Source: an optimization exercise on an open RTL-to-GDS flow (aim: small area and a short achievable clock period). Production flows keep margins and buffers that such runs may drop. Function was checked by simulation only, so behaviour that the tests miss may differ from the original.

Design ign_engine, start of the top module:
module ign_engine (
    input  wire        clk,
    input  wire        rst,           
    input  wire        edge_in,       
    input  wire        cmd_valid,     
    input  wire [2:0]  cmd_op,
    input  wire [31:0] cmd_data,
    output reg  [1:0]  spark,         
    output reg  [1:0]  sync_state,    
    output reg  [1:0]  phase,         
    output reg         busy,
    output reg         ign_en,
    output reg  [1:0]  tidx,
    output reg  [1:0]  ref_idx,
    output reg  [15:0] rps,
    output reg  [15:0] rpm
);
    localparam N_SLOTS = 11;
    localparam [1:0] S_UNSYNC = 2'd0, S_SYNCING = 2'd1, S_SYNCED = 2'd2;
    localparam [1:0] P_IDLE = 2'd0, P_DELAY = 2'd1, P_DWELL = 2'd2;
    localparam [2:0] OP_METER_START = 3'd0;
    localparam [2:0] OP_METER_STOP  = 3'd1;
    localparam [2:0] OP_SET_RECORD  = 3'd2;
    localparam [2:0] OP_SET_SHIFT   = 3'd3;
    localparam [2:0] OP_IGN_INIT    = 3'd4;
    reg        meter;         
    reg        run0;
    reg [2:0]  psel0;
    reg [15:0] cnt0;
    reg        e0;            
    reg        e1;            
    reg [9:0]  psc0;
    reg        primed;
    reg        ch;
    reg [9:0]  psc1;          
    reg [2:0]  dsel;          
    reg        chain;         
    reg        dv;            
    reg [26:0] X;
    reg [9:0]  kreg;          
    reg [9:0]  cyc;           
    reg [1:0]  mage;          
    reg        scnt1;
    reg [16:0] h1, h2, h3;      
    reg [15:0] tbl_speed  [0:N_SLOTS-1];
    reg [7:0]  tbl_timing [0:N_SLOTS-1];
    reg [7:0]  shift_r;
    function [20:0] bksub20;
        input [19:0] a;
        input [19:0] b;
        integer i, l;
        reg [19:0] gg, pp;
        begin
            gg = ~a & b;          
            pp = ~(a ^ b);        
            for (l = 1; l < 32; l = l * 2)
  ...
Size: ~6000 cells after synthesis, roughly 470 flip-flops, ~83 I/O pins.
clock: 420.0 ns
lec_check: 0
abc_area: 1
cap_margin: 20
core_margin: 2
core_utilization: 70
cts_buf_list: sky130_fd_sc_hd__clkbuf_16
cts_cluster_diameter: 100
cts_cluster_size: 30
place_density: 0.8
slew_margin: 20
run.sh (not shown) runs the stock make flow with config.mk's settings and CLKGATE_MAP_FILE= SYNTH_SCRIPT=/design/flow/synth_recipe.tcl, a recipe that flattens the netlist after the stock synthesis.
Then changed:
Settings changed: CAP_MARGIN 20 to 0, CTS_CLUSTER_DIAMETER 100 to 80, CTS_CLUSTER_SIZE 30 to 20, SLEW_MARGIN 20 to 0.
Outcome:
- The changed run ran to the end with no violations
- sequential cell count stays the same
- wire length is lower by 0.34%
- global-route usage is about the same
- setup slack improved by 0.067 ns
- fmax is about the same
- area after synthesis does not change
- cell count hardly moves
- die area does not change
- clock skew stays flat
- via count is about the same
Then changed:
Settings changed: CAP_MARGIN 0 to 20, SLEW_MARGIN 0 to 20.
Outcome:
- The changed run completed without violations
- worst setup slack loses 0.076 ns
- utilization is unchanged
- die area stays the same
- worst hold slack barely changes
Then changed:
Settings changed: CORE_UTILIZATION 70 to 80, PLACE_DENSITY 0.8 to 0.9.
After rerunning:
- clock-buffer cell count goes down by 2
- critical path depth stays the same
- area after synthesis does not change
- worst setup slack loses 0.33 ns
- wire length goes up by a few percent
- worst hold slack gains 0.0069 ns
Then changed:
Settings changed: CORE_UTILIZATION 80 to 70, GPL_TIMING_DRIVEN set to 0, PLACE_DENSITY 0.9 to 0.8.
=>
- The changed run finished with timing, DRC and antenna clean
- core utilization falls by 9.0 points
- routed wire length rises by 3.9%
- setup slack loses 0.31 ns
- maximum frequency falls by 0.35%
- final area rises by 1.9%
- cell count rises by 3.2%
- sequential share of layout area falls by 0.48 points
- global-route usage falls by 3.9 points
- first-iteration DRC count rises by 1.0%

---

raven:
ign_engine, a different RTL version from the one above (not shown whole).
For scale: roughly 6200 cells after synthesis, roughly 470 flip-flops, about 83 I/O pins, about 0.049 mm^2 of cells after synthesis.
## ign_engine
module ign_engine (
    input  wire        clk,
    input  wire        rst,           
    input  wire        edge_in,       
    input  wire        cmd_valid,     
    input  wire [2:0]  cmd_op,
    input  wire [31:0] cmd_data,
    output reg  [1:0]  spark,         
    output reg  [1:0]  sync_state,    
    output reg  [1:0]  phase,         
    output reg         busy,
    output reg         ign_en,
    output reg  [1:0]  tidx,
    output reg  [1:0]  ref_idx,
    output reg  [15:0] rps,
    output reg  [15:0] rpm
);
clock: 420.0 ns
lec_check: 0
abc_area: 1
cap_margin: 20
core_margin: 2
core_utilization: 70
cts_buf_list: sky130_fd_sc_hd__clkbuf_16
cts_cluster_diameter: 80
cts_cluster_size: 20
place_density: 0.8
slew_margin: 20
The following lists how nickel was set up differently from raven:
- CTS_CLUSTER_DIAMETER: 80 -> 60
- CTS_BUF_LIST: sky130_fd_sc_hd__clkbuf_16 -> sky130_fd_sc_hd__clkbuf_8
- CTS_CLUSTER_SIZE: 20 -> 12
[summary]
- Between raven and nickel, the overall global routing resource usage is higher for nickel.
- Going from raven to nickel, via count barely changed; diode insertion count for antenna repair now larger; post-route clock period utilization essentially unchanged; worst-margin pin slew decreased 76 ps; final non-filler cell area held steady.
- Number of nets in the layout: nickel vs raven, no meaningful difference

==> port drivers added, routing unchanged <==
How much do the figures lean on ideal ports? The routed layouts below were timed once more, with nothing changed but the port constraints. Step 1 sets driving cells, clkbuf_16 on the clock port and buf_2 on the other inputs (assumed; they add their load-dependent delay and slew). Step 2 times the ports against the registers' clock, not the clock port: input delays grow and output delays shrink by t, the midpoint of the rising clock arrivals with the driver on. Three values: ideal ports, drivers, drivers and shift; two values: the first two.
run	t, ns	setup WS [ns]	worst setup path after step 2	clock arrival spread, ns
the first run of note 1	0.668	333.350 / 333.386 / 332.718	input to register	0.038 / 0.038
the second run of note 1	0.699	333.417 / 333.465 / 332.766	input to register	0.033 / 0.033
the third run of note 1	0.704	333.341 / 333.390 / 332.686	input to register	0.032 / 0.032
the fourth run of note 1	0.698	333.011 / 333.049 / 332.351	input to register	0.044 / 0.044
the fifth run of note 1	0.681	332.703 / 332.744 / 332.063	input to register	0.026 / 0.026
raven	0.674	333.470 / 333.510 / 332.836	input to register	0.038 / 0.038
nickel	0.718	333.538 / 333.580 / 332.862	input to register	0.064 / 0.065
After both steps setup and hold are still met in every run listed. For nickel, which loses most, drivers alone change the setup slack by +0.042 ns; drivers and shift together by -0.676 ns.
